This design comes from an exercise in tuning for small area on the open sky130 flow, not from production work.
In this exercise RTL edits were held to simulation tests only and were not proved equivalent to the original.
Power and IR drop assume default switching activity. The clock port is modelled as an ideal driver; clocking choices that lean on that would not hold on a real chip.

===== design.v =====
module crc16_walk (
    input  wire        clk,
    input  wire        rst,         
    input  wire        cmd_valid,
    input  wire [31:0] cmd,
    output wire        cmd_ready,
    output wire [31:0] rsp
);
    localparam [15:0] CRC_SEED = 16'hAAAA;
    localparam [15:0] CRC_FB   = 16'hAAAA;
    localparam [7:0]  XSEED    = 8'hAA;
    reg [15:0] crc;
    reg [7:0]  x_or;
    reg [16:0] pos;
    reg [4:0]  l5;         
    reg [2:0]  k3;         
    reg        dir;
    reg [7:0]  rot;
    reg [2:0]  err;
    reg [16:0] rsp_r;      
    reg [5:0]  hr;         
    reg [5:0]  wc;         
    reg [7:0]  cnt;        
    reg        dn;         
    assign rsp = {15'd0, rsp_r};
    function [7:0] rotl8(input [7:0] v, input [2:0] n);
        rotl8 = (v << n) | (v >> (4'd8 - {1'b0, n}));
    endfunction
    function [15:0] crc_byte(input [15:0] r0, input [7:0] b);
        integer i;
        reg [15:0] r;
        begin
            r = r0;
            for (i = 7; i >= 0; i = i - 1)
                r = (r[15] ^ b[i]) ? ({r[14:0], 1'b0} ^ CRC_FB) : {r[14:0], 1'b0};
            crc_byte = r;
        end
    endfunction
    wire [2:0] iv  = crc[14:12] + crc[10:8] + crc[6:4] + crc[2:0];
    wire       par = ^crc;
    wire [7:0] x0  = XSEED ^ crc[15:8] ^ crc[7:0];
    wire [4:0]  op  = cmd[31:27];
    wire [4:0]  f_r = cmd[26:22];
    wire [16:0] f_v = cmd[16:0];
    wire k_nop   = (op == 5'h00);
    wire k_rst   = (op == 5'h01);
    wire k_wrr   = (op == 5'h02);
    wire k_rdr   = (op == 5'h03);
    wire k_stb   = (op == 5'h04);
    wire k_ldb   = (op == 5'h05);
    wire k_stk   = (op == 5'h06);
    wire k_rotc  = (op[4:1] == 4'b0100);    
    wire k_crci  = (op == 5'h0A);
    wire k_crcb  = (op == 5'h0B);
    wire k_crcr  = (op == 5'h0C);
    wire k_einit = (op == 5'h10);
    wire k_dinit = (op == 5'h11);
    wire k_step  = (op[4:1] == 4'b1001);    
    wire k_walk  = (op[4:1] == 4'b1010);    
    wire k_sw    = k_step | k_walk;
    wire k_nfmt  = k_nop | k_rst | k_crci | k_crcr | k_einit | k_sw;
    wire k_mem   = k_stb | k_ldb | k_stk;
    wire undef = ~(k_nfmt | k_wrr | k_rdr | k_mem | k_rotc | k_crcb | k_dinit);
    wire rsv = (k_nfmt  & (|cmd[26:0])) |
               (k_wrr   & (|cmd[21:17])) |
               (k_rdr   & (|cmd[21:0])) |
               (k_mem   & (|cmd[26:25])) |
               (k_ldb   & (|cmd[7:0])) |
               (k_rotc  & ((|cmd[26:17]) | (cmd[16] & (|cmd[15:8])))) |
               (k_crcb  & (|cmd[26:8])) |
               (k_dinit & (|cmd[26:9]));
    reg val_bad;
    always @(*) begin
        case (f_r[2:0])
            3'd0: val_bad = f_v[16];
            3'd1: val_bad = |f_v[16:8];
            3'd3: val_bad = (|f_v[2:0]) | (|f_v[16:9]) | (f_v[8:3] == 6'd0) |
                            (f_v[8] & (|f_v[7:3]));
            3'd4: val_bad = (|f_v[2:0]) | (|f_v[16:7]) | (f_v[6:3] == 4'd0) |
                            (f_v[6] & (|f_v[5:3]));
            3'd5: val_bad = |f_v[16:1];
            3'd6: val_bad = |f_v[16:8];
            default: val_bad = 1'b0;
        endcase
    end
    wire regf  = (k_wrr & (f_r >= 5'd7)) | (k_rdr & (f_r > 5'd10));
    wire valf  = k_wrr & val_bad;
    wire adrf  = ((k_stb | k_ldb) & (|cmd[24:16])) | (k_stk & (|cmd[24:14]));
    wire posf  = k_sw & ((|pos[16:8]) | (pos[7:3] > l5));
    wire [2:0] fault = undef ? 3'd1 : rsv ? 3'd2 : regf ? 3'd3 :
                       valf ? 3'd4 : adrf ? 3'd5 : posf ? 3'd6 : 3'd0;
    wire ok    = (fault == 3'd0);
    wire noerr = (err == 3'd0);
    wire slow   = ok & (noerr ? (k_mem | k_crcr | k_sw) : k_ldb);
    wire active = cmd_valid & slow;
    wire [7:0] addr = k_sw ? pos[7:0] : k_crcr ? cnt : cmd[15:8];
    wire       bmatch = (hr == addr[5:0]);
    wire       kmatch = (hr == cmd[13:8]);
    wire       act    = active & ~dn & (k_stk ? kmatch : bmatch);
    reg [2:0] kring;
    always @(*) begin
        case (k3)
            3'd0: kring = 3'd0;
            3'd1: kring = pos[7:3] % 5'd2;
            3'd2: kring = pos[7:3] % 5'd3;
            3'd3: kring = pos[7:3] % 5'd4;
            3'd4: kring = pos[7:3] % 5'd5;
            3'd5: kring = pos[7:3] % 5'd6;
            3'd6: kring = pos[7:3] % 5'd7;
            default: kring = pos[7:3] % 5'd8;
        endcase
    end
    wire [31:0]  bheads;
    wire [63:0]  ktaps;
    wire [2:0]   ktap  = hr[5:3] - kring;
    wire [7:0]   bhead = bheads[addr[7:6]*8 +: 8];
    wire [7:0]   khead = ktaps[ktap*8 +: 8];
    wire         bwe;
    wire [7:0]   bwd;
    wire         kwe = act & k_stk;
    genvar j;
    generate
        for (j = 0; j < 4; j = j + 1) begin : gbuf
            reg [511:0] r;
            always @(posedge clk)
                r <= {(bwe && addr[7:6] == j) ? bwd : r[7:0], r[511:8]};
            assign bheads[j*8 +: 8] = r[7:0];
        end
    endgenerate
    reg [511:0] kr;
    always @(posedge clk)
        kr <= {kwe ? cmd[7:0] : kr[7:0], kr[511:8]};
    generate
        for (j = 0; j < 8; j = j + 1) begin : gtap
            assign ktaps[j*8 +: 8] = kr[j*64 +: 8];
        end
    endgenerate
    wire       enc = ~op[0];                   
    wire [7:0] u   = x_or ^ (enc ? 8'd0 : bhead);
    wire [7:0] bs  = khead ^ u;
    wire [7:0] rin = bhead ^ (enc ? bs : 8'd0);
    wire [2:0] rs  = k_rotc ? cmd[2:0] : (bs[2:0] - bs[6:4]);
    wire [2:0] ra  = op[0] ? (3'd0 - rs) : rs;
    wire [7:0] rv  = k_rotc ? (cmd[16] ? rot : cmd[15:8]) : rin;
    wire [7:0] rr  = rotl8(rv, ra);
    wire [7:0] wout = rr ^ (enc ? 8'd0 : bs);
    wire [7:0] x_nx = x_or ^ (enc ? rr : bhead);
    assign bwe = act & (k_stb | k_sw);
    assign bwd = k_stb ? cmd[7:0] : wout;
    wire        crc_first = k_crcr & (cnt == 8'd0);
    wire [15:0] crc_in = crc_first ? CRC_SEED : crc;
    wire [7:0]  ct = crc_in[15:8] ^ (k_crcr ? bhead : cmd[7:0]);
    wire        cA = ct[0] ^ ct[1] ^ ct[3] ^ ct[4] ^ ct[6] ^ ct[7];
    wire        cB = ct[1] ^ ct[2] ^ ct[4] ^ ct[5] ^ ct[7];
    wire [7:0]  clo = {cA,
                       ct[1] ^ ct[2] ^ ct[4] ^ ct[5],
                       ct[0] ^ ct[1] ^ ct[3] ^ ct[4],
                       ct[1] ^ ct[2] ^ ct[4] ^ ct[6] ^ ct[7],
                       ct[0] ^ ct[1] ^ ct[3] ^ ct[5] ^ ct[6],
                       ct[1] ^ ct[2] ^ ct[3] ^ ct[5] ^ ct[6],
                       cB ^ ct[0],
                       1'b0};
    wire [15:0] crc_nx = {crc_in[7:0] ^ {cA, cB, cA, cB, cA, cB, cA, cB}, clo};
    wire [7:0] lnm1 = {l5, 3'b111};
    wire [7:0] st_in  = k_dinit ? {5'd0, iv} : pos[7:0];
    wire       down   = k_dinit ? ~cmd[8] : (dir ^ op[0]);
    wire [7:0] st_add = st_in + (down ? 8'hFF : 8'h01);
    wire [7:0] pos_nx = down ? ((st_in == 8'd0) ? lnm1 : st_add)
                             : ((st_in == lnm1) ? 8'd0 : st_add);
    reg [16:0] reg_val;
    always @(*) begin
        case (f_r[3:0])
            4'd0:    reg_val = {1'b0, crc};
            4'd1:    reg_val = {9'd0, x_or};
            4'd2:    reg_val = pos;
            4'd3:    reg_val = {8'd0, {1'b0, l5} + 6'd1, 3'd0};
            4'd4:    reg_val = {10'd0, {1'b0, k3} + 4'd1, 3'd0};
            4'd5:    reg_val = {16'd0, dir};
            4'd6:    reg_val = {9'd0, rot};
            4'd7:    reg_val = {14'd0, iv};
            4'd8:    reg_val = {16'd0, par};
            4'd9:    reg_val = {9'd0, x0};
            default: reg_val = {14'd0, err};
        endcase
    end
    wire multi = k_walk | k_crcr;
    wire last  = multi ? (cnt == lnm1) : 1'b1;
    wire run   = multi & (cnt != 8'd0) & ~dn;      
    wire done  = dn | (act & last);
    assign cmd_ready = ~(cmd_valid & slow & ~((wc == 6'd63) & done));
    wire acc = cmd_valid & cmd_ready & ~rst;
    always @(posedge clk)
        hr <= hr + 6'd31;
    always @(posedge clk) begin
        if (~active | acc) begin
            wc  <= 6'd0;
            cnt <= 8'd0;
            dn  <= 1'b0;
        end else begin
            if (~((run | (act & multi)) & ~(act & last)))
                wc <= wc + 6'd1;
            if (k_ldb & bmatch)
                cnt <= bhead;
            else if (act)
                cnt <= cnt + 8'd1;
            if (act & last)
                dn <= 1'b1;
        end
    end
    always @(posedge clk) begin
        if (rst) begin
            crc   <= CRC_SEED;
            x_or  <= 8'd0;
            pos   <= 17'd0;
            l5    <= 5'd0;
            k3    <= 3'd0;
            dir   <= 1'b0;
            rot   <= 8'd0;
            err   <= 3'd0;
            rsp_r <= 17'd0;
        end else begin
            if (active) begin
                if (k_crcr && act)
                    crc <= crc_nx;
                if (k_sw && act) begin
                    x_or <= x_nx;
                    pos  <= {9'd0, pos_nx};
                end
                if (acc && k_ldb)
                    rsp_r <= {9'd0, bmatch ? bhead : cnt};
            end else if (acc) begin
                if (!noerr) begin
                    if (ok && k_rst) begin
                        crc <= CRC_SEED; x_or <= 8'd0; pos <= 17'd0;
                        l5 <= 5'd0; k3 <= 3'd0; dir <= 1'b0;
                        rot <= 8'd0; err <= 3'd0; rsp_r <= 17'd0;
                    end
                    if (ok && k_rdr)
                        rsp_r <= reg_val;
                end else if (!ok) begin
                    err <= fault;
                end else begin
                    if (k_rst) begin
                        crc <= CRC_SEED; x_or <= 8'd0; pos <= 17'd0;
                        l5 <= 5'd0; k3 <= 3'd0; dir <= 1'b0;
                        rot <= 8'd0; err <= 3'd0; rsp_r <= 17'd0;
                    end
                    if (k_wrr) begin
                        case (f_r[2:0])
                            3'd0: crc  <= f_v[15:0];
                            3'd1: x_or <= f_v[7:0];
                            3'd2: pos  <= f_v;
                            3'd3: l5   <= f_v[7:3] - 5'd1;
                            3'd4: k3   <= f_v[5:3] - 3'd1;
                            3'd5: dir  <= f_v[0];
                            default: rot <= f_v[7:0];
                        endcase
                    end
                    if (k_rdr)
                        rsp_r <= reg_val;
                    if (k_rotc)
                        rot <= rr;
                    if (k_crci)
                        crc <= CRC_SEED;
                    if (k_crcb)
                        crc <= crc_nx;
                    if (k_einit) begin
                        pos  <= {14'd0, iv};
                        dir  <= par;
                        x_or <= x0;
                    end
                    if (k_dinit) begin
                        dir  <= cmd[8];
                        x_or <= cmd[7:0];
                        pos  <= {9'd0, pos_nx};
                    end
                end
            end
        end
    end
endmodule

===== flow/run.sh =====
#!/bin/bash
# The standard layout (standard.sh) with these changes:
#  - CTS without dummy loads, clustering up to 27 flip-flops within 80 um;
#  - port buffers of the smallest buffer cell (every port still gets one).
# standard.sh's own output goes to standard.log; ORFS keeps each step's log
# under orfs/logs.
set -euo pipefail
rm -rf scripts
cp -r "$FLOW_HOME/scripts" scripts
cp flow/abc_area.script scripts/abc_area.script
export SCRIPTS_DIR="$PWD/scripts"
export CTS_ARGS="-sink_clustering_enable -repair_clock_nets -dont_use_dummy_load -sink_clustering_size 27 -sink_clustering_max_diameter 80"
export BUFFER_PORTS_ARGS="-buffer_cell sky130_fd_sc_hd__buf_1"
bash standard.sh > standard.log 2>&1

===== flow/abc_area.script =====
strash
dc2
&get -n
&st
&dch -f
&nf -R 1000
&put
topo
dnsize -c

===== standard.sh =====
#!/bin/bash
# synth_recipe.tcl (not shown) runs the flow's synth.tcl, then flattens the netlist and writes it again
# the make line also repeats each setting of config.mk as NAME=value (left out here)
make -C /OpenROAD-flow-scripts/flow DESIGN_CONFIG=/design/flow/config.mk WORK_HOME=/design/flow/orfs CLKGATE_MAP_FILE= SYNTH_SCRIPT=/design/flow/synth_recipe.tcl "${@:-finish}"

===== config.mk =====
export PLATFORM = sky130hd
export DESIGN_NAME = crc16_walk
export DESIGN_NICKNAME = crc16_walk
export VERILOG_FILES = /design/flow/design.v
export SDC_FILE = /design/flow/constraint.sdc
export NUM_CORES = 4
export LEC_CHECK = 0
export ABC_AREA = 1
export CAP_MARGIN = 20
export CORE_MARGIN = 2
export CORE_UTILIZATION = 65
export SLEW_MARGIN = 20

===== constraint.sdc =====
create_clock -name core_clock -period 16.0 [get_ports {clk}]
set_input_delay 3.2000 -clock core_clock [delete_from_list [all_inputs] [get_ports {clk}]]
set_output_delay 3.2000 -clock core_clock [all_outputs]
set_load 0.01 [all_outputs]

==> out/qor.csv, run 1 <==
metric,value,unit
Final ANT Viol Nets,0,
clock slew at reported path FFs,100,ps
CTS Buffer Depth,3,
detailed placer's ending HPWL,68350,um
CP max-delay cell,fa_1,
Worst R2R Path Depth,52,
root buffer cell,clkbuf_16,
internal power consumption,8.121,mW
Final Hold Vio Count,0,
syn_area_per_cell,15.16,um2
Routed met3 length,7279,um
Pwr per Cell Area,155.8,nW/um2
Combinational Power Share,6.4,%
Bufs and invs on worst path,5,
sequential power share,63.9,%
Rel. slew slack,17.58,%
WHS Path Cells,0,
routed via count,28730,
final net count,4391,
CTS Buf Count,112,
H-tree levels,3,
"Distinct cells, synth",63,
Critical Path Sink Type,flop,
met1 WL,54150,um
Final Slew Violations,0,
unrepaired setup endpoints after global routing,false,
async set or reset register ratio after synthesis,0,%
Syn. warnings,1,
core box area,95010,um2
largest net degree at the start of global routing,79,
outcome,"complete, no violations",
gr usage total,24.63,%
# DRC,0,
Met2 Wirelength,53370,um
register area,53230,um2
worst hold path class,reg2reg,
I/O Pins,68,
antenna violations before repair,7,
fraction of layout cells with a size suffix above 1,4.133,%
Post-synth top cells,"2659 x dfxtp_1, 238 x nor2_1, 189 x a21oi_1, 161 x nand2_1, 132 x o21ai_0",
sw frac,22.37,%
CTS tree,yes,
GP Congestion,0.9931,
CP Data Arrival Time,13910,ps
CP Max Fanout,16,
TNS Setup,0,ps
cts hold-fix bufs,0,
post-route minimum period,13310,ps
Worst path most repeated cell,ha_1,
Yosys top cell by area,dfxtp_1,
Die Y,313.6,um
fin crit share,83.20,%
"Largest stage delay, worst path",1040,ps
Pre-antenna DRT Iters,6,
mapped cell area,62280,um2
"Clk Latency, worst-skew pair",760,ps
WP depth,52,
Setup CP Type,reg2reg,
Layout Area Growth over Synthesis,7.809,%
"EDFF count, synth",0,
Starting Density,65.55,%
Sink Count,2659,
Finish-stage setup viols,0,
routed len/inst,21.42,um
die area,98310,um2
#FFs+latches synth,2659,
post-CTS sizing,0,
LEAKAGE,26.28,nW
P_sw,2.340,mW
Post-CTS Setup Repair Bufs,0,
fmax,75.12,MHz
vias in the first global route,29190,
Clock power frac,29.8,%
DIE WIDTH,313.6,um
number of port buffers,52,
critical path launch point type,flop,
Worst Tran Pin Value,1236,ps
synthesized instance count,4108,
# rows,113,
area occupied by multi-input gates,8870,um2
initial DRC count,2550,
vias per cell,5.155,
Max VDD drop,135.6,uV
grt ovf,0,
Post-synth top flop,dfxtp_1,
most frequent cell after synthesis,dfxtp_1,
Max Cap Viol,0,
Synth top area share,85.47,%
total wire length,119400,um
WP data required,16590,ps
Top Metal Used,met4,
global-route wire length before repair,182500,um
final hold slack,273.2,ps
Fillers,5879,
Worst Skew,85.93,ps
register area share after synthesis,85.47,%
family with the most delay on the worst path,compound AO/OA/AOI/OAI gates,
synth top area cells,"dfxtp_1 85%, a21oi_1 1.5%, nor2_1 1.4%, xnor2_1 1.3%, o21ai_0 1.1%",
## cell usage in the layout, fill, tap and decap left out, drive strengths merged, types with 15 or more instances in the layout
master     n
xor2      44
clkinv    47
xnor2     96
nand3     47
dfxtp   2659
mux2      41
a211oi    60
nand2    161
nor3      60
a31oi     18
o21ai    132
mux2i     28
nor2     238
ha        40
buf       89
a21oi    189
conb      15
mux4      16
clkbuf   113
## flip-flops by register name, indices dropped and copies added, names as in the netlist
name / flops
cnt: 8
pos: 17
l5: 5
kr: 512
wc: 6
err: 3
rot: 8
hr: 6
dn: 1
k3: 3
rsp_r: 17
x_or: 8
dir: 1
crc: 16
gbuf.r: 2048
## per-stage QoR
| stage | area [um2] | utilization, % | power, mW | cells | worst slack [ps] |
|---|---|---|---|---|---|
| 2_1_floorplan | 62340 | - | 7.268 | 4122 | 2639 |
| 3_3_place_gp | 64330 | 67.71 | 7.478 | 5460 | 2991 |
| 3_5_place_dp | 64330 | 67.71 | 7.478 | 5460 | 2864 |
| 4_1_cts | 67140 | 70.66 | 10.51 | 5572 | 2788 |
| 5_1_grt | 67140 | 70.67 | 10.79 | 5572 | 1523 |
| 6_report | 67150 | 70.67 | 10.46 | 5573 | 2687 |
## routing by layer
metal	up-vias	track usage, %
li1	13880	-
met1	13650	35.18
met4	0	9.211
met5	-	0
met2	954	38.22
met3	247	4.136
## path summary, 6_finish.rpt
check                                     from        endpoint  slack, ps
worst max-delay path                     k3[0]  gbuf[3].r[508]       2690
worst min-delay path            gbuf[1].r[188]  gbuf[1].r[180]        270
worst max register to register           k3[0]  gbuf[3].r[508]       2690
worst min register to register  gbuf[1].r[188]  gbuf[1].r[180]        270
## worst reg2reg max path, delay by kind of cell (launching register included)
family                   cells  cell delay, ps
AO/OA/AOI/OAI               18            4220
adder cells (fa/ha/maj)      9            3320
AND/OR/NAND/NOR             14            2030
buffers and inverters        5            1160
multiplexers                 3            1070
XOR/XNOR                     3            1000
flip-flops                   1             470
## power by group through the flow
stage               combinational, mW  sequential [mW]  clock (mW)
detailed placement              0.647             6.83           0
global placement                0.648             6.83           0
global route                    0.723             6.68        3.38
CTS                             0.651             6.68        3.18
finish                          0.665             6.68        3.12
floorplan                       0.455             6.81           0
## cells by family (layout without fill, tap and decap cells)
group	count (synthesis)	in the layout	share of synthesized area, %
flip-flops	2659	2659	85.47
XOR/XNOR	140	140	1.969
AND/OR/NAND/NOR	581	581	4.058
multiplexers	85	85	1.770
buffers and inverters	64	249	0.4761
AO/OA/AOI/OAI	531	531	5.227
other	1	16	0.006021
adder cells (fa/ha/maj)	47	47	1.029
## final cells by class
type	instances	area share [%]
Sequential cell	2659	79.28
Tap cell	1265	2.357
Inverter	47	0.2627
Clock buffer	112	4.174
Timing Repair Buffer	90	0.7174
Multi-Input combinational cell	1399	13.21
Antenna cell	1	0.003727
==> run 2, diff against run 1 <==
==> flow/run.sh (replaced) <==
#!/bin/bash
# The standard layout (standard.sh) with these changes:
#  - CTS without dummy loads, clustering up to 30 flip-flops within 80 um;
#  - port buffers of the smallest buffer cell (every port still gets one).
# standard.sh's own output goes to standard.log; ORFS keeps each step's log
# under orfs/logs.
set -euo pipefail
rm -rf scripts
cp -r "$FLOW_HOME/scripts" scripts
cp flow/abc_area.script scripts/abc_area.script
export SCRIPTS_DIR="$PWD/scripts"
export CTS_ARGS="-sink_clustering_enable -repair_clock_nets -dont_use_dummy_load -sink_clustering_size 30 -sink_clustering_max_diameter 80"
export BUFFER_PORTS_ARGS="-buffer_cell sky130_fd_sc_hd__buf_1"
bash standard.sh > standard.log 2>&1
==> flow/abc_area.script (replaced) <==
strash
dc2
&get -n
&st
&synch2
&dch -f
&nf -R 1000
&put
topo
dnsize -c
==> run 2 against run 1 <==
  * Still clean
  * Sequential share of layout area rose by 0.60 points
  * Count of clock-buffer cells in the layout decreased by 10
  * Sequential power fell by 0.7%
  * Wire length down 11%
  * Critical path depth is 3 lower
  * Area after synthesis decreased by 0.44%
  * Non-clock buffer count is 7 higher
  * Critical path type unchanged
  * Highest routed layer unchanged
==> out/qor.csv, run 2 <==
metric,value,unit
outcome,"complete, no violations",
final worst slack,3513,ps
Post-CTS Setup Repair Bufs,0,
routed len/inst,19.03,um
GP Congestion,0.9748,
fraction of layout cells with a size suffix above 1,3.986,%
mapped cell area,62010,um2
async set or reset register ratio after synthesis,0,%
most frequent cell after synthesis,dfxtp_1,
P_sw,2.028,mW
Post-synth top cells,"2659 x dfxtp_1, 216 x nand2_1, 205 x nor2_1, 150 x o21ai_0, 134 x a21oi_1",
Largest Register,gbuf.r,
Sink Count,2659,
synthesized instance count,4094,
TNS Setup,0,ps
final net count,4374,
sw frac,20.47,%
Finish-stage setup viols,0,
Yosys top cell by area,dfxtp_1,
routed via count,28180,
"Clk Latency, worst-skew pair",710,ps
#FFs+latches synth,2659,
initial DRC count,2327,
H-tree levels,3,
Placed Instances,5453,
post-place setup slack,3656,ps
main combinational cell family by area after synthesis,compound AO/OA/AOI/OAI gates,
mux cell area share after synthesis,1.392,%
WP data required,16540,ps
Synth Area in Adders,1.033,%
Synth Area in Compound Gates,4.885,%
gr usage total,21.82,%
Max Cap Viol,0,
"EDFF count, synth",0,
Final ANT Viol Nets,0,
total wire length,105800,um
Fillers,6115,
post-CTS sizing,0,
Layout Area Growth over Synthesis,7.476,%
unrepaired setup endpoints after global routing,false,
synth top area cells,"dfxtp_1 86%, nand2_1 1.3%, nor2_1 1.2%, o21ai_0 1.2%, a21oi_1 1.1%",
CP Data Arrival Time,13030,ps
register area share after synthesis,85.85,%
Combinational Power Share,3.4,%
Pre-antenna DRT Iters,6,
Starting Density,65.46,%
CTS Buffer Depth,3,
Worst path most repeated cell,ha_1,
Pwr per Cell Area,148.6,nW/um2
Worst Skew,76.20,ps
Largest regs,"gbuf.r (2048), kr (512)",
fin crit share,78.04,%
Syn. warnings,1,
number of port buffers,52,
sequential power share,66.9,%
core box area,94730,um2
"commonest non-fill, non-tap cell in the layout",dfxtp_1,
CP max-delay cell,fa_1,
Synth top area share,85.85,%
Setup CP Type,reg2reg,
Max VDD drop,122.1,uV
"Distinct cells, synth",61,
Post-synth top flop,dfxtp_1,
global-route wire length before repair,164600,um
fmax,80.08,MHz
grt ovf,0,
worst hold path class,reg2reg,
most frequent cells in the layout,"2659 x dfxtp_1, 216 x nand2_1, 202 x nor2_1",
Rel. slew slack,23.47,%
CTS tree,yes,
critical path launch point type,flop,
root buffer cell,clkbuf_16,
"Core Util, Final",70.35,%
Final Hold Vio Count,0,
cts hold-fix bufs,0,
clock slew at reported path FFs,110,ps
Synth Area in Simple Gates,4.701,%
"Largest stage delay, worst path",1090,ps
I/O Pins,68,
# rows,113,
LEAKAGE,25.96,nW
XOR/XNOR Fraction of Synth Area,1.695,%
max reg flops,2048,
Clock power frac,29.6,%
final non-filler cell total,5559,
CP Max Fanout,16,
largest net degree at the start of global routing,77,
Critical Path Sink Type,flop,
post-route minimum period,12490,ps
DIE WIDTH,312.9,um
internal power consumption,7.878,mW
Worst Tran Pin Value,1139,ps
antenna violations before repair,2,
syn_area_per_cell,15.15,um2
vias in the first global route,27830,
# DRC,0,
Die Y,312.9,um
CTS Buf Count,102,
vias per cell,5.069,
die area,97880,um2
Final Slew Violations,0,
detailed placer's ending HPWL,62590,um
[run 2: cell types whose count changed in the layout (fill, tap and decap cells not counted), moves of 23 or more]
cell / delta
nor2_1: -35
a21oi_1: -53
xnor2_1: -23
a211oi_1: -36
mux2_1: -31
nand2_1: +55
[run 2: kinds of logic after synthesis]
kind of cell	Yosys count
buffers and inverters	58
AND/OR/NAND/NOR	649
XOR/XNOR	120
other	1
multiplexers	65
flip-flops	2659
adder cells (fa/ha/maj)	47
AO/OA/AOI/OAI	495
[run 2: per-layer routing]
| metal | GRT usage, % | routed length [um] | vias to the layer above |
|---|---|---|---|
| li1 | - | - | 13810 |
| met1 | 32.54 | 50740 | 13350 |
| met5 | 0 | 0 | - |
| met4 | 7.416 | 3596 | 0 |
| met2 | 32.65 | 45480 | 801 |
| met3 | 3.685 | 5995 | 220 |
[run 2: cell type report]
class                           count  area [um2]  share of cell area, %
Clock buffer                      102        2552                  3.830
Tap cell                         1265        1583                  2.375
Timing Repair Buffer               97       535.5                 0.8035
Sequential cell                  2659       53230                  79.87
Multi-Input combinational cell   1391        8578                  12.87
Antenna cell                        4       10.01                0.01502
Inverter                           41       153.9                 0.2309
[run 2: per-stage QoR]
stage	power (mW)	cell area [um2]	hold slack [ps]
floorplan	7.001	62060	309.6
global placement	7.116	64080	309.6
detailed placement	7.115	64080	312.1
CTS	9.983	66630	300.6
global route	10.23	66630	303.1
finish	9.906	66640	300.5
[run 2: critical path: cells and delay by family (launching register included)]
family / cells / cell delay (ps)
AOI/OAI and AO/OA: 15 / 2940
and+or+nand+nor: 14 / 2850
adders and majority gates: 8 / 2950
muxes: 2 / 670
xor gates and xnor gates: 3 / 1190
DFF: 1 / 460
buffers and inverters: 7 / 1270
[run 2: worst paths after layout]
path,start,endpoint,slack (ps),cells after the start
max,k3[0],gbuf[0].r[509],3510,49
min,gbuf[1].r[341],gbuf[1].r[333],300,0
max reg2reg,k3[0],gbuf[0].r[509],3510,49
min reg2reg,gbuf[1].r[341],gbuf[1].r[333],300,0
[run 2: power groups by stage]
stage               Clock [mW]  Sequential, mW  Combinational [mW]
finish                    2.93            6.63               0.341
detailed placement           0            6.78               0.333
global route              3.23            6.63               0.370
CTS                       3.02            6.63               0.335
floorplan                    0            6.78               0.223
global placement             0            6.78               0.334
==> run 3, diff against run 2 <==
==> flow/run.sh (replaced) <==
#!/bin/bash
# The standard layout (standard.sh) with these changes:
#  - CTS without dummy loads, clustering up to 34 flip-flops within 90 um;
#  - port buffers of the smallest buffer cell (every port still gets one).
# standard.sh's own output goes to standard.log; ORFS keeps each step's log
# under orfs/logs.
set -euo pipefail
rm -rf scripts
cp -r "$FLOW_HOME/scripts" scripts
cp flow/abc_area.script scripts/abc_area.script
export SCRIPTS_DIR="$PWD/scripts"
export CTS_ARGS="-sink_clustering_enable -repair_clock_nets -dont_use_dummy_load -sink_clustering_size 34 -sink_clustering_max_diameter 90"
export BUFFER_PORTS_ARGS="-buffer_cell sky130_fd_sc_hd__buf_1"
bash standard.sh > standard.log 2>&1
==> run 3 against run 2 <==
  * Die area is the same
  * Largest cell class unchanged
  * Core utilization shrank 0.32 points
  * Combinational power is essentially flat
  * Critical endpoint unchanged
  * Count of clock-buffer cells in the layout shrank 12
  * Sequential cell count is the same
==> out/qor.csv, run 3 <==
metric,value,unit
Fillers,6200,
final worst slack,3527,ps
"EDFF count, synth",0,
outcome,"complete, no violations",
fin crit share,77.96,%
die area,97880,um2
TNS Setup,0,ps
CP Data Arrival Time,13000,ps
vias per cell,5.054,
main combinational cell family by area after synthesis,compound AO/OA/AOI/OAI gates,
root buffer cell,clkbuf_16,
Yosys top cell by area,dfxtp_1,
H-tree levels,3,
Pre-antenna DRT Iters,6,
DIE WIDTH,312.9,um
critical path launch point type,flop,
mapped cell area,62010,um2
LEAKAGE,25.82,nW
worst hold path class,reg2reg,
post-route minimum period,12470,ps
CP max-delay cell,fa_1,
"Clk Latency, worst-skew pair",710,ps
Layout Area Growth over Synthesis,6.992,%
async set or reset register ratio after synthesis,0,%
final hold slack,278.1,ps
number of port buffers,52,
antenna violations before repair,2,
Final Slew Violations,0,
Worst path most repeated cell,ha_1,
global-route wire length before repair,161800,um
Worst Tran Pin Value,1133,ps
Largest regs,"gbuf.r (2048), kr (512)",
register area,53230,um2
Post-CTS Setup Repair Bufs,0,
CTS tree,yes,
Final Hold Vio Count,0,
GP Congestion,0.9748,
clock slew at reported path FFs,120,ps
Critical Path Sink Type,flop,
Synth Area in Adders,1.033,%
XOR/XNOR Fraction of Synth Area,1.695,%
final net count,4362,
CTS Buf Count,90,
initial DRC count,2354,
# rows,113,
Synth top area share,85.85,%
Synth Area in Compound Gates,4.885,%
Starting Density,65.46,%
total wire length,104000,um
cts hold-fix bufs,0,
Largest Register,gbuf.r,
most frequent cell after synthesis,dfxtp_1,
Die Y,312.9,um
reg2reg start,k3[0],
vias in the first global route,27490,
post-CTS sizing,0,
fraction of layout cells with a size suffix above 1,3.717,%
fmax,80.17,MHz
"commonest non-fill, non-tap cell in the layout",dfxtp_1,
max reg flops,2048,
register area share after synthesis,85.85,%
Setup CP Type,reg2reg,
hold path start,gbuf[3].r[288],
Max Cap Viol,0,
Post-synth top cells,"2659 x dfxtp_1, 216 x nand2_1, 205 x nor2_1, 150 x o21ai_0, 134 x a21oi_1",
#FFs+latches synth,2659,
Max VDD drop,128.8,uV
Pwr per Cell Area,146.8,nW/um2
family with the most delay on the worst path,adder cells,
Finish-stage setup viols,0,
post-place setup slack,3656,ps
Syn. warnings,1,
WP data required,16520,ps
most frequent cells in the layout,"2659 x dfxtp_1, 216 x nand2_1, 202 x nor2_1",
area occupied by multi-input gates,8578,um2
synthesized instance count,4094,
gr usage total,21.42,%
Sink Count,2659,
I/O Pins,68,
"Distinct cells, synth",61,
routed len/inst,18.75,um
"Largest stage delay, worst path",1090,ps
Bufs and invs on worst path,7,
largest net degree at the start of global routing,77,
core box area,94730,um2
mux cell area share after synthesis,1.392,%
routed via count,28030,
syn_area_per_cell,15.15,um2
Post-synth top flop,dfxtp_1,
detailed placer's ending HPWL,62590,um
# DRC,0,
CP Max Fanout,16,
cell area after layout,66340,um2
Worst Skew,76.98,ps
Rel. slew slack,23.87,%
worst setup path start,k3[0],
Final ANT Viol Nets,0,
grt ovf,0,
unrepaired setup endpoints after global routing,false,
Placed Area,64080,um2
Synth Area in Simple Gates,4.701,%
CTS Buffer Depth,3,
synth top area cells,"dfxtp_1 86%, nand2_1 1.3%, nor2_1 1.2%, o21ai_0 1.2%, a21oi_1 1.1%",
[run 3: worst register-to-register path: cells and delay by family (launching register included)]
kind            cells  cell delay (ps)
simple gates       14             2870
buf+inv             7             1300
compound gates     15             2870
fa+ha+maj           8             2950
xor+xnor            3             1200
mux                 2              680
flops               1              470
[run 3: final cells by class]
type,instances,share of cell area (%)
sequential,2659,80.24
multi-input combinational,1391,12.93
clock buffer,90,3.395
tap,1265,2.386
timing repair buffer,97,0.8072
inverter,41,0.2320
antenna,4,0.01509
[run 3: worst paths after layout]
path / end / slack (ps) / cells past startpoint
min: gbuf[3].r[280] / 280 / 0
max: gbuf[0].r[509] / 3530 / 49
min reg2reg: gbuf[3].r[280] / 280 / 0
max reg2reg: gbuf[0].r[509] / 3530 / 49
[run 3: kinds of logic (layout without fill, tap and decap cells)]
group                      after synthesis  in the layout
adders and majority gates               47             47
muxes                                   65             65
AOI/OAI and AO/OA                      495            495
and+or+nand+nor                        649            649
xor gates and xnor gates               120            120
DFF                                   2659           2659
other                                    1             19
buffers and inverters                   58            228
[run 3: where the power goes]
group	internal [mW]	switching (mW)
Clock	1.02	1.74
Combinational	0.112	0.229
Sequential	6.62	0.0113
[run 3: stage by stage]
| step | instances | util [%] | power, mW |
|---|---|---|---|
| after floorplan | 4108 | - | 7.001 |
| after global placement | 5453 | 67.65 | 7.116 |
| after detailed placement | 5453 | 67.65 | 7.115 |
| after CTS | 5543 | 70.03 | 9.815 |
| after global routing | 5543 | 70.03 | 10.06 |
| final | 5547 | 70.04 | 9.739 |
[run 3: metal layers]
metal	part of all wire [%]	track usage [%]	vias to the layer above
li1	-	-	13790
met1	49	32.30	13240
met2	42	31.70	800
met3	5.7	3.315	201
met4	3.1	7.612	0
met5	0	0	-
==> run 4, diff against run 3 <==
==> flow/run.sh (replaced) <==
#!/bin/bash
# The standard layout (standard.sh) with these changes:
#  - CTS without dummy loads, clustering up to 32 flip-flops within 80 um;
#  - port buffers of the smallest buffer cell (every port still gets one).
# standard.sh's own output goes to standard.log; ORFS keeps each step's log
# under orfs/logs.
set -euo pipefail
rm -rf scripts
cp -r "$FLOW_HOME/scripts" scripts
cp flow/abc_area.script scripts/abc_area.script
export SCRIPTS_DIR="$PWD/scripts"
export CTS_ARGS="-sink_clustering_enable -repair_clock_nets -dont_use_dummy_load -sink_clustering_size 32 -sink_clustering_max_diameter 80"
export BUFFER_PORTS_ARGS="-buffer_cell sky130_fd_sc_hd__buf_1"
bash standard.sh > standard.log 2>&1
==> run 4 against run 3 <==
  * Cell area increased by 0.26%
  * Global-route usage grew 0.15 points
  * Combinational power barely moved
  * Core utilization up 0.18 points
  * Critical path type unchanged
  * Largest power group unchanged
  * Highest routed layer unchanged
==> out/qor.csv, run 4 <==
metric,value,unit
outcome,"complete, no violations",
fraction of layout cells with a size suffix above 1,3.874,%
Sink Count,2659,
I/O Pins,68,
critical path launch point type,flop,
Placed Instances,5453,
Setup CP Type,reg2reg,
total wire length,104800,um
post-route minimum period,12400,ps
Layout Area Growth over Synthesis,7.270,%
largest net degree at the start of global routing,77,
DIE WIDTH,312.9,um
initial DRC count,2434,
async set or reset register ratio after synthesis,0,%
number of port buffers,52,
Pwr per Cell Area,148.0,nW/um2
Starting Density,65.46,%
Final ANT Viol Nets,0,
root buffer cell,clkbuf_16,
most frequent cell after synthesis,dfxtp_1,
unrepaired setup endpoints after global routing,false,
mapped cell area,62010,um2
CTS Buf Count,97,
register area share after synthesis,85.85,%
cell area after layout,66520,um2
final hold slack,283.8,ps
vias per cell,5.038,
core box area,94730,um2
global-route wire length before repair,162700,um
Final Hold Vio Count,0,
clock slew at reported path FFs,110,ps
# DRC,0,
Max Cap Viol,0,
CP Data Arrival Time,12940,ps
Worst path most repeated cell,ha_1,
Post-synth top flop,dfxtp_1,
antenna violations before repair,3,
Worst Tran Pin Value,1151,ps
"Distinct cells, synth",61,
Final Slew Violations,0,
CTS Buffer Depth,3,
vias in the first global route,27480,
detailed placer's ending HPWL,62590,um
Largest Register,gbuf.r,
gr usage total,21.56,%
final non-filler cell total,5553,
post-CTS sizing,0,
Die Y,312.9,um
Rel. slew slack,22.67,%
fmax,80.64,MHz
synth top area cells,"dfxtp_1 86%, nand2_1 1.3%, nor2_1 1.2%, o21ai_0 1.2%, a21oi_1 1.1%",
routed via count,27980,
H-tree levels,3,
most frequent cells in the layout,"2659 x dfxtp_1, 216 x nand2_1, 202 x nor2_1",
#FFs+latches synth,2659,
"commonest non-fill, non-tap cell in the layout",dfxtp_1,
Fillers,6165,
Worst R2R Setup Slack,3600,ps
Post-CTS Setup Repair Bufs,0,
cts hold-fix bufs,0,
Max VDD drop,144.4,uV
routed len/inst,18.88,um
WP data required,16540,ps
Post-synth top cells,"2659 x dfxtp_1, 216 x nand2_1, 205 x nor2_1, 150 x o21ai_0, 134 x a21oi_1",
Finish-stage setup viols,0,
fin crit share,77.51,%
final net count,4369,
CP Max Fanout,16,
GP Congestion,0.9748,
Yosys top cell by area,dfxtp_1,
Worst Skew,82.30,ps
grt ovf,0,
Pre-antenna DRT Iters,8,
"Largest stage delay, worst path",1080,ps
LEAKAGE,25.90,nW
"Clk Latency, worst-skew pair",710,ps
Largest regs,"gbuf.r (2048), kr (512)",
CP max-delay cell,fa_1,
Syn. warnings,1,
worst hold path class,reg2reg,
die area,97880,um2
Synth top area share,85.85,%
"EDFF count, synth",0,
max reg flops,2048,
TNS Setup,0,ps
Placed Area,64080,um2
synthesized instance count,4094,
syn_area_per_cell,15.15,um2
# rows,113,
Critical Path Sink Type,flop,
CTS tree,yes,
run 4: changes by cell type in the layout (fill, tap and decap cells not counted), sizes merged:
cell / previous run / this run
diode: 4 / 3
clkbuf: 92 / 99
run 4: worst paths after layout:
path / start / to / cells past startpoint
setup / recovery: k3[0] / gbuf[0].r[509] / 49
hold / removal: gbuf[3].r[248] / gbuf[3].r[240] / 0
setup reg to reg: k3[0] / gbuf[0].r[509] / 49
hold reg to reg: gbuf[3].r[248] / gbuf[3].r[240] / 0
run 4: kinds of logic after synthesis:
logic type,after synthesis,synth area share (%)
flip-flops,2659,85.85
AND/OR/NAND/NOR,649,4.702
AO/OA/AOI/OAI,495,4.885
XOR/XNOR,120,1.695
multiplexers,65,1.392
buffers and inverters,58,0.4419
adder cells (fa/ha/maj),47,1.033
other,1,0.006048
run 4: layout make-up:
class,instances,area (um2),share of cell area (%)
Multi-Input combinational cell,1391,8578,12.90
Inverter,41,153.9,0.2314
Sequential cell,2659,53230,80.03
Tap cell,1265,1583,2.380
Timing Repair Buffer,97,535.5,0.8051
Clock buffer,97,2427,3.649
Antenna cell,3,7.507,0.01129
run 4: power by group:
part	leakage (nW)	switching, mW	internal [mW]
clock network	1.20	1.77	1.10
logic	3.30	0.229	0.112
registers	21.4	0.0114	6.62
total	25.9	2.01	7.83
run 4: worst max-delay path: cells and delay by family, from the launching register on:
family / cells / cell delay, ps
AOI/OAI and AO/OA: 15 / 2870
xor gates and xnor gates: 3 / 1180
adders and majority gates: 8 / 2950
buffers and inverters: 7 / 1270
DFF: 1 / 460
muxes: 2 / 660
and+or+nand+nor: 14 / 2860
run 4: stage by stage:
step,util [%],total power [mW],setup slack [ps]
floorplan,-,7.001,4564
global placement,67.65,7.116,3834
detailed placement,67.65,7.115,3656
CTS,70.21,9.916,3605
global route,70.21,10.16,2378
finish,70.22,9.841,3599
run 4: layer usage:
| metal | routed length [um] | track usage [%] |
|---|---|---|
| met2 | 44630 | 32.10 |
| met1 | 50960 | 32.42 |
| met3 | 5602 | 3.110 |
| met4 | 3619 | 7.884 |
| met5 | 0 | 0 |

-- separate check: timing with driven ports --
No port has a modelled driver above. Below, the same layouts with a new extraction and two added sets of constraints. Step 1: set_driving_cell puts a clkbuf_16 on clk and a buf_2 on each other input, an assumption about the parent block. Step 2 moves the port delays by t, midway between the first and last clock arrival at a register: inputs arrive t later, outputs are due t later. That takes back most of the time a late clock gives input paths. a / b / c = ideal / step 1 / step 2; a / b = the first two.
run	t (ns)	setup slack, ns	worst slew at a driven data input, ns	pins driven straight from the clock port
run 1	0.772	2.687 / 2.687 / 2.687	0.05	1
run 2	0.740	3.513 / 3.513 / 3.513	0.09	1
run 3	0.734	3.527 / 3.527 / 3.527	0.08	1
run 4	0.748	3.599 / 3.599 / 3.599	0.09	1
After both steps every run listed still meets setup and hold.
